Context: an optimization exercise on an open-source flow, tuned for small area. The choices shown serve that exercise and are no tape-out recipe.
RTL that was checked went through simulation tests only; none was proved equivalent to the original.
Power and IR drop assume default switching activity.

## ow_master
module ow_master (
    input  wire        clk,
    input  wire        rst,
    input  wire        cmd_valid,
    output wire        cmd_ready,
    input  wire [31:0] cmd,
    output reg         done,
    output wire [7:0]  status,
    output reg  [7:0]  result,
    output wire        faulted,
    output wire [7:0]  fault_reason,
    output wire        ev_valid,
    input  wire        ev_ready,
    output wire [2:0]  ev_kind,
    output wire [1:0]  ev_pin,
    output wire [8:0]  ev_arg,
    input  wire        smp_level,
    output reg  [63:0] prev_rom,
    output reg  [6:0]  last_disc,
    output reg         last_dev,
    output reg  [2:0]  dev_count,
    input  wire [1:0]  dl_idx,
    output wire [63:0] dl_rom,
    output wire [1:0]  dl_pin,
    output reg  [63:0] rx_rom
);
export LEC_CHECK = 0
export CAP_MARGIN = 20
export CORE_MARGIN = 2
export CORE_UTILIZATION = 40
export SLEW_MARGIN = 20
create_clock -name core_clock -period 10.0 [get_ports {clk}]
standard.sh (not shown) runs the stock make flow with config.mk's settings and CLKGATE_MAP_FILE= SYNTH_SCRIPT=/design/flow/synth_recipe.tcl, a recipe that flattens the netlist after the stock synthesis.
==> flow/flow/run.sh <==
#!/bin/bash
# Layout flow: the standard ORFS flow (standard.sh) with three changes:
# - synthesis maps the logic with an area-oriented ABC script
#   (flow/abc_area_nf.script) instead of ORFS's delay-oriented one; the
#   registers are mapped before ABC runs, so they are the same as the
#   standard synthesis's;
# - the port buffers are the smallest buffer (buf_1);
# - clock tree synthesis uses clkbuf_8 buffers and no dummy loads.
set -euo pipefail
here=$(pwd)
{
  echo 'proc synth {args} { yosys synth -nofsm -noshare {*}$args }'
  echo "proc abc {args} { set i [lsearch \$args -script]; lset args [expr {\$i+1}] $here/flow/abc_area_nf.script; yosys abc {*}\$args }"
  tail -n +2 synth_recipe.tcl
} > synth_area.tcl
bash standard.sh \
  SYNTH_SCRIPT="$here/synth_area.tcl" \
  BUFFER_PORTS_ARGS="-buffer_cell sky130_fd_sc_hd__buf_1" \
  CTS_ARGS="-sink_clustering_enable -repair_clock_nets -dont_use_dummy_load -buf_list \"sky130_fd_sc_hd__clkbuf_4 sky130_fd_sc_hd__clkbuf_8\" -sink_clustering_size 16 -sink_clustering_max_diameter 60" \
  finish > make_finish.log 2>&1
==> flow/flow/abc_area_nf.script <==
&get -n
&st
&dch
&nf -R 1000
&put
The baseline ended with an error in clock tree synthesis (4_1_cts) with STA-0564.
Edit:
--- a/flow/flow/run.sh
+++ b/flow/flow/run.sh
@@ -18,3 +18,3 @@
   BUFFER_PORTS_ARGS="-buffer_cell sky130_fd_sc_hd__buf_1" \
-  CTS_ARGS="-sink_clustering_enable -repair_clock_nets -dont_use_dummy_load -buf_list \"sky130_fd_sc_hd__clkbuf_4 sky130_fd_sc_hd__clkbuf_8\" -sink_clustering_size 16 -sink_clustering_max_diameter 60" \
+  CTS_ARGS="-sink_clustering_enable -repair_clock_nets -dont_use_dummy_load -buf_list sky130_fd_sc_hd__clkbuf_8 -sink_clustering_size 16 -sink_clustering_max_diameter 60" \
   finish > make_finish.log 2>&1
Now the flow finished with timing, DRC and antenna clean.
Synthesized cell count is unchanged.
Synthesized area stays the same.
Edit:
--- a/flow/flow/run.sh
+++ b/flow/flow/run.sh
@@ -18,3 +18,3 @@
   BUFFER_PORTS_ARGS="-buffer_cell sky130_fd_sc_hd__buf_1" \
-  CTS_ARGS="-sink_clustering_enable -repair_clock_nets -dont_use_dummy_load -buf_list sky130_fd_sc_hd__clkbuf_8 -sink_clustering_size 16 -sink_clustering_max_diameter 60" \
+  CTS_ARGS="-sink_clustering_enable -repair_clock_nets -dont_use_dummy_load -buf_list sky130_fd_sc_hd__clkbuf_4 -sink_clustering_size 10 -sink_clustering_max_diameter 40" \
   finish > make_finish.log 2>&1
After rerunning: The changed run finished clean; register-to-register slack is worse by 220 ps; setup slack is worse by 240 ps; cell area barely changes.
Edit:
--- a/flow/flow/run.sh
+++ b/flow/flow/run.sh
@@ -18,3 +18,3 @@
   BUFFER_PORTS_ARGS="-buffer_cell sky130_fd_sc_hd__buf_1" \
-  CTS_ARGS="-sink_clustering_enable -repair_clock_nets -dont_use_dummy_load -buf_list sky130_fd_sc_hd__clkbuf_4 -sink_clustering_size 10 -sink_clustering_max_diameter 40" \
+  CTS_ARGS="-sink_clustering_enable -repair_clock_nets -dont_use_dummy_load -buf_list {sky130_fd_sc_hd__clkbuf_4 sky130_fd_sc_hd__clkbuf_8} -sink_clustering_size 16 -sink_clustering_max_diameter 60" \
   finish > make_finish.log 2>&1
Via count fell by 1.3%.
Global-route usage fell by 0.26 points.
Maximum frequency rose by about 3.7%.
Die area does not change.
Cell area barely changes.
Total power fell by 0.54%.
First-iteration DRC count rose by 14%.

Setup of P:
Another version of the RTL of ow_master (not shown whole).
Size: ~1,800 cells after synthesis, ~290 I/O pins, roughly 21,000 µm² of cells after synthesis.
## ow_master
module ow_master (
    input  wire        clk,
    input  wire        rst,
    input  wire        cmd_valid,
    output wire        cmd_ready,
    input  wire [31:0] cmd,
    output reg         done,
    output wire [7:0]  status,
    output reg  [7:0]  result,
    output wire        faulted,
    output wire [7:0]  fault_reason,
    output wire        ev_valid,
    input  wire        ev_ready,
    output wire [2:0]  ev_kind,
    output wire [1:0]  ev_pin,
    output wire [8:0]  ev_arg,
    input  wire        smp_level,
    output reg  [63:0] prev_rom,
    output reg  [6:0]  last_disc,
    output reg         last_dev,
    output reg  [2:0]  dev_count,
    input  wire [1:0]  dl_idx,
    output wire [63:0] dl_rom,
    output wire [1:0]  dl_pin,
    output reg  [63:0] rx_rom
);
clock: 10.0 ns
lec_check: 0
cap_margin: 20
core_margin: 2
core_utilization: 40
slew_margin: 20
==> flow/flow/run.sh <==
#!/bin/bash
# Layout flow: the standard ORFS flow (standard.sh) with three changes:
# - synthesis maps the logic with an area-oriented ABC script
#   (flow/abc_area_nf.script) instead of ORFS's delay-oriented one; the
#   registers are mapped before ABC runs, so they are the same as the
#   standard synthesis's;
# - the port buffers are the smallest buffer (buf_1);
# - clock tree synthesis uses clkbuf_8 buffers and no dummy loads.
set -euo pipefail
here=$(pwd)
{
  echo 'proc synth {args} { yosys synth -nofsm -noshare {*}$args }'
  echo "proc abc {args} { set i [lsearch \$args -script]; lset args [expr {\$i+1}] $here/flow/abc_area_nf.script; yosys abc {*}\$args }"
  tail -n +2 synth_recipe.tcl
} > synth_area.tcl
bash standard.sh \
  SYNTH_SCRIPT="$here/synth_area.tcl" \
  BUFFER_PORTS_ARGS="-buffer_cell sky130_fd_sc_hd__buf_1" \
  CTS_ARGS="-sink_clustering_enable -repair_clock_nets -dont_use_dummy_load -buf_list sky130_fd_sc_hd__clkbuf_8 -sink_clustering_size 16 -sink_clustering_max_diameter 60" \
  RECOVER_POWER=100 CORE_UTILIZATION=60 \
  finish > make_finish.log 2>&1
Scripts as last shown in full above: flow/flow/abc_area_nf.script
The flow for P finished, though final verification flagged capacitance limit, slew limit.
The inputs of Q differ from those of P as listed below.
diff --git a/flow/flow/run.sh b/flow/flow/run.sh
--- a/flow/flow/run.sh
+++ b/flow/flow/run.sh
@@ -18,4 +18,3 @@
   BUFFER_PORTS_ARGS="-buffer_cell sky130_fd_sc_hd__buf_1" \
   CTS_ARGS="-sink_clustering_enable -repair_clock_nets -dont_use_dummy_load -buf_list sky130_fd_sc_hd__clkbuf_8 -sink_clustering_size 16 -sink_clustering_max_diameter 60" \
-  RECOVER_POWER=100 CORE_UTILIZATION=60 \
   finish > make_finish.log 2>&1
--- outcome ---
- Q vs. P: count of cell instances traversed by the critical path went up by 12.
- The higher fraction of area in clock buffers and inverters came out of Q.
- Of P and Q, only Q finishes the flow clean.
- Completing all stages was not enough for P: its layout failed the final checks because of capacitance limit, slew limit.
- After synthesis and placement, the instance count of Q is above that of P.
- Going from P to Q, worst endpoint data arrival time shrinks by 1.00 ns.
- For highest achievable clock rate, dividing the value from Q by the value from P gives 1.15.
- Q vs P, total length of routed met3 wires went down by about 10%.
- Against P, Q reports a combinational power that is higher.
- Looking at area share of buffers outside the clock network across P and Q, the one that comes out lower is P.
- In Q relative to P, total number of placement rows had gone up by more than 10%.
- Compared with P, Q shows a lower final critical delay including setup and external delays.
- The final reports for Q and P show total power higher in the former.

## build 88
ow_master, a different RTL version from the one above (not shown whole).
For scale: roughly 1,800 cells after synthesis, ~530 flip-flops, about 290 I/O pins, ~0.021 mm² of cells after synthesis.
// ow_master
module ow_master (
    input  wire        clk,
    input  wire        rst,
    input  wire        cmd_valid,
    output wire        cmd_ready,
    input  wire [31:0] cmd,
    output reg         done,
    output wire [7:0]  status,
    output reg  [7:0]  result,
    output wire        faulted,
    output wire [7:0]  fault_reason,
    output wire        ev_valid,
    input  wire        ev_ready,
    output wire [2:0]  ev_kind,
    output wire [1:0]  ev_pin,
    output wire [8:0]  ev_arg,
    input  wire        smp_level,
    output reg  [63:0] prev_rom,
    output reg  [6:0]  last_disc,
    output reg         last_dev,
    output reg  [2:0]  dev_count,
    input  wire [1:0]  dl_idx,
    output wire [63:0] dl_rom,
    output wire [1:0]  dl_pin,
    output reg  [63:0] rx_rom
);
    localparam [7:0] OW_INIT = 8'h20, OW_RESET = 8'h21, OW_READ_BIT = 8'h22,
                     OW_WRITE_BIT = 8'h23, OW_READ = 8'h24, OW_WRITE = 8'h25,
                     OW_CRC8 = 8'h28, OW_MATCH_DEVICE = 8'h2A, OW_READ_ROM = 8'h2B,
                     OW_SEARCH_PASS = 8'h2C, OW_SEARCH = 8'h2D,
                     OW_SEARCH_FAMILY = 8'h2E, OW_FREE = 8'h2F;
    localparam [7:0] READ_ROM = 8'h33, MATCH_ROM = 8'h55,
                     SEARCH_ROM = 8'hF0, ALARM_SEARCH = 8'hEC;
    localparam [3:0] ST_OK = 4'h0, ST_BAD_COMMAND = 4'h2, ST_BAD_CRC = 4'h6,
                     ST_PIN_FLAPPING = 4'h7, ST_NO_DEVICE = 4'h8,
                     ST_ROOT_NOT_EMPTY = 4'hA, ST_OUT_OF_MEMORY = 4'hB;
    localparam [3:0] UF_ILLEGAL_OPCODE = 4'h1, UF_RESERVED_FIELD = 4'h2,
                     UF_BAD_PIN = 4'h5, UF_OW_NOT_INIT = 4'h8,
                     UF_BAD_INDEX = 4'hB;
    localparam [2:0] S_IDLE = 3'd0,
                     S_CFG  = 3'd1,    
                     S_RST  = 3'd2,    
                     S_HDR  = 3'd3,    
                     S_BODY = 3'd4,    
                     S_END  = 3'd5,    
                     S_ROT  = 3'd6,    
  ...
==> flow/config.mk <==
export PLATFORM = sky130hd
export DESIGN_NAME = ow_master
export DESIGN_NICKNAME = ow_master
export VERILOG_FILES = /design/flow/design.v
export SDC_FILE = /design/flow/constraint.sdc
export NUM_CORES = 4
export LEC_CHECK = 0
export CAP_MARGIN = 20
export CORE_MARGIN = 2
export CORE_UTILIZATION = 40
export SLEW_MARGIN = 20
==> flow/constraint.sdc <==
create_clock -name core_clock -period 10.0 [get_ports {clk}]
set_input_delay 2.0000 -clock core_clock [delete_from_list [all_inputs] [get_ports {clk}]]
set_output_delay 2.0000 -clock core_clock [all_outputs]
set_load 0.01 [all_outputs]
==> flow/flow/run.sh <==
#!/bin/bash
# Layout flow: the standard ORFS flow (standard.sh) with three changes:
# - synthesis maps the logic with an area-oriented ABC script
#   (flow/abc_area_nf.script) instead of ORFS's delay-oriented one; the
#   registers are mapped before ABC runs, so they are the same as the
#   standard synthesis's;
# - the port buffers are the smallest buffer (buf_1);
# - clock tree synthesis uses clkbuf_8 buffers in clusters of up to 16
#   sinks (100 um across) and no dummy loads.
set -euo pipefail
here=$(pwd)
{
  echo 'proc synth {args} { yosys synth -nofsm -noshare {*}$args }'
  echo "proc abc {args} { set i [lsearch \$args -script]; lset args [expr {\$i+1}] $here/flow/abc_area_nf.script; yosys abc {*}\$args }"
  tail -n +2 synth_recipe.tcl
} > synth_area.tcl
bash standard.sh \
  SYNTH_SCRIPT="$here/synth_area.tcl" \
  BUFFER_PORTS_ARGS="-buffer_cell sky130_fd_sc_hd__buf_1" \
  CTS_ARGS="-sink_clustering_enable -repair_clock_nets -dont_use_dummy_load -buf_list sky130_fd_sc_hd__clkbuf_8 -sink_clustering_size 16 -sink_clustering_max_diameter 100" \
  finish > make_finish.log 2>&1
Scripts as last shown in full above: flow/flow/abc_area_nf.script
Build 88: PASS, flow complete, no timing, DRC or antenna violations
> inputs changed (build 88 -> build 1)
Settings: GPL_ROUTABILITY_DRIVEN now 0, previously not set; GPL_TIMING_DRIVEN now 0, previously not set.
## What came out
- Final standard cell area without fillers sits higher in build 1 than in build 88.
- First-pass GRT wire length: build 1 vs build 88 down 3700 µm
- Number of violations of the max-capacitance limit: build 88 vs build 1 identical
- When the final numbers for build 1 and build 88 were put side by side, the ratio of cells with drive above 1 in the final layout turned out to be smaller in build 88.
- met3 track demand over resource in global routing for build 1: 1.2 points up relative to build 88
- Diff build 88 -> build 1: relative slew slack dropped 7.0 points, total of hold buffers inserted after clock tree synthesis essentially unchanged.
Setup changes, build 1 to build 94
Settings: clearing GPL_ROUTABILITY_DRIVEN, which used to be 0.
==> comparison <==
What build 94 reported for met3 wirelength from detailed routing has to be multiplied by 1.2 to get the figure for build 1.
Summary of build 94 over build 1: insertion delay to the later sink of the worst-skew pair saw an increase, number of ordinary and repair buffers in the finished layout saw an increase.
Inputs modified between build 94 and build 11:
Settings: GPL_TIMING_DRIVEN no longer set, was 0.
--- a/flow/flow/run.sh
+++ b/flow/flow/run.sh
@@ -7,4 +7,3 @@
 # - the port buffers are the smallest buffer (buf_1);
-# - clock tree synthesis uses clkbuf_8 buffers in clusters of up to 16
-#   sinks (100 um across) and no dummy loads.
+# - clock tree synthesis uses clkbuf_8 buffers and no dummy loads.
 set -euo pipefail
@@ -19,3 +18,3 @@
   BUFFER_PORTS_ARGS="-buffer_cell sky130_fd_sc_hd__buf_1" \
-  CTS_ARGS="-sink_clustering_enable -repair_clock_nets -dont_use_dummy_load -buf_list sky130_fd_sc_hd__clkbuf_8 -sink_clustering_size 16 -sink_clustering_max_diameter 100" \
+  CTS_ARGS="-sink_clustering_enable -repair_clock_nets -dont_use_dummy_load -buf_list sky130_fd_sc_hd__clkbuf_8 -sink_clustering_size 18 -sink_clustering_max_diameter 100" \
   finish > make_finish.log 2>&1
Results
- Changes observed in build 11 relative to build 94: number of filler instances in the final layout rose about 1.4%; part of the power in the clock network fell 0.8 points; proportion of cell area occupied by registers rose 1.4 points.
- Diff build 94..build 11 | initial cell density of the core | unchanged
Changes in build 21 relative to build 11:
Settings: swapping 20 for 0 in SLEW_MARGIN; swapping 20 for 0 in CAP_MARGIN.
--- a/flow/flow/run.sh
+++ b/flow/flow/run.sh
@@ -18,3 +18,3 @@
   BUFFER_PORTS_ARGS="-buffer_cell sky130_fd_sc_hd__buf_1" \
-  CTS_ARGS="-sink_clustering_enable -repair_clock_nets -dont_use_dummy_load -buf_list sky130_fd_sc_hd__clkbuf_8 -sink_clustering_size 18 -sink_clustering_max_diameter 100" \
+  CTS_ARGS="-sink_clustering_enable -repair_clock_nets -dont_use_dummy_load -buf_list sky130_fd_sc_hd__clkbuf_8 -sink_clustering_size 16 -sink_clustering_max_diameter 100" \
   finish > make_finish.log 2>&1
[summary]
In terms of final instance area, build 11 and build 21 differ only marginally.
In build 21 relative to build 11, post-route total power had gone up slightly.
Looking at build 11 and build 21, the total routing usage reported by global routing is a wash.
Compared build 21 against build 11; total number of vias within noise.

Setup of run Z:
ow_master, a different RTL version from the one above (not shown whole).
Size: about 530 flip-flops, roughly 21000 um^2 of cells after synthesis.
Settings: LEC_CHECK=0, CAP_MARGIN=20, CORE_MARGIN=2, CORE_UTILIZATION=40, SLEW_MARGIN=20; clock period 10.0 ns.
==> flow/flow/run.sh <==
#!/bin/bash
# Layout flow: the standard ORFS flow (standard.sh) with three changes:
# - synthesis maps the logic with an area-oriented ABC script
#   (flow/abc_area_nf.script) instead of ORFS's delay-oriented one; the
#   registers are mapped before ABC runs, so they are the same as the
#   standard synthesis's;
# - the port buffers are the smallest buffer (buf_1);
# - clock tree synthesis uses clkbuf_16 buffers and no dummy loads.
set -euo pipefail
here=$(pwd)
{
  echo 'proc synth {args} { yosys synth -nofsm -noshare {*}$args }'
  echo "proc abc {args} { set i [lsearch \$args -script]; lset args [expr {\$i+1}] $here/flow/abc_area_nf.script; yosys abc {*}\$args }"
  tail -n +2 synth_recipe.tcl
} > synth_area.tcl
bash standard.sh \
  SYNTH_SCRIPT="$here/synth_area.tcl" \
  BUFFER_PORTS_ARGS="-buffer_cell sky130_fd_sc_hd__buf_1" \
  CTS_ARGS="-sink_clustering_enable -repair_clock_nets -dont_use_dummy_load -buf_list sky130_fd_sc_hd__clkbuf_16 -sink_clustering_size 30 -sink_clustering_max_diameter 100" \
  finish > make_finish.log 2>&1
Scripts as last shown in full above: flow/flow/abc_area_nf.script
diff inputs: run Z => run E
--- a/flow/flow/run.sh
+++ b/flow/flow/run.sh
@@ -8 +8 @@
-# - clock tree synthesis uses clkbuf_16 buffers and no dummy loads.
+# - clock tree synthesis uses clkbuf_8 buffers and no dummy loads.
@@ -19 +19 @@
-  CTS_ARGS="-sink_clustering_enable -repair_clock_nets -dont_use_dummy_load -buf_list sky130_fd_sc_hd__clkbuf_16 -sink_clustering_size 30 -sink_clustering_max_diameter 100" \
+  CTS_ARGS="-sink_clustering_enable -repair_clock_nets -dont_use_dummy_load -buf_list sky130_fd_sc_hd__clkbuf_8 -sink_clustering_size 16 -sink_clustering_max_diameter 60" \
[summary]
Internal power of the cells: run E and run Z compared, lower one is run E. ~same power in run E and run Z. Run E and run Z ended up with roughly the same clock transition at the register clock pins on the worst setup and hold paths after CTS. Looking at run E and run Z, the share of power burned in the clock network is a wash.
Function was not checked in any run of this note: the RTL went through the layout flow alone.

[separate check: timing with driven ports]
Ports are ideal in the flow. The routed layouts listed here were re-timed in OpenROAD. Step 1, drivers: a clkbuf_16 drives clk and a buf_2 each remaining input, both assumed. Step 2, shift: input delay + t, output delay - t, t = (earliest + latest rising clock arrival at the registers) / 2. This alone moves slack from input paths to output paths. Three values: ideal ports, drivers, drivers and shift; two values: the first two.
run	t, ns	slack for setup (ns)	worst setup path after step 2	latest minus earliest clock arrival (ns)	worst slew at a driven data input, ns
the second run of note 1	0.678	3.540 / 3.479 / 3.889	input to register	0.120 / 0.120	0.04
the third run of note 1	0.838	3.303 / 3.247 / 3.844	input to register	0.136 / 0.137	0.04
the fourth run of note 1	0.678	3.540 / 3.479 / 3.889	input to register	0.120 / 0.120	0.04
P	0.623	2.149 / 2.127 / 1.730	input to register	0.103 / 0.103	0.05
Q	0.668	3.155 / 3.097 / 3.765	register to output	0.096 / 0.096	0.05
build 88	0.679	2.965 / 2.906 / 3.585	register to output	0.079 / 0.080	0.05
build 1	0.657	2.530 / 2.478 / 3.135	register to output	0.076 / 0.075	0.05
build 94	0.660	2.325 / 2.272 / 2.932	register to output	0.095 / 0.095	0.05
build 11	0.652	2.972 / 2.920 / 3.572	register to output	0.083 / 0.083	0.05
build 21	0.679	2.965 / 2.906 / 3.585	register to output	0.079 / 0.080	0.05
run Z	0.627	2.781 / 2.717 / 3.344	register to output	0.063 / 0.063	0.06
run E	0.677	2.721 / 2.662 / 3.339	register to output	0.097 / 0.097	0.06
For P, which loses most, drivers alone change the setup slack by -0.022 ns; drivers and shift together by -0.419 ns.
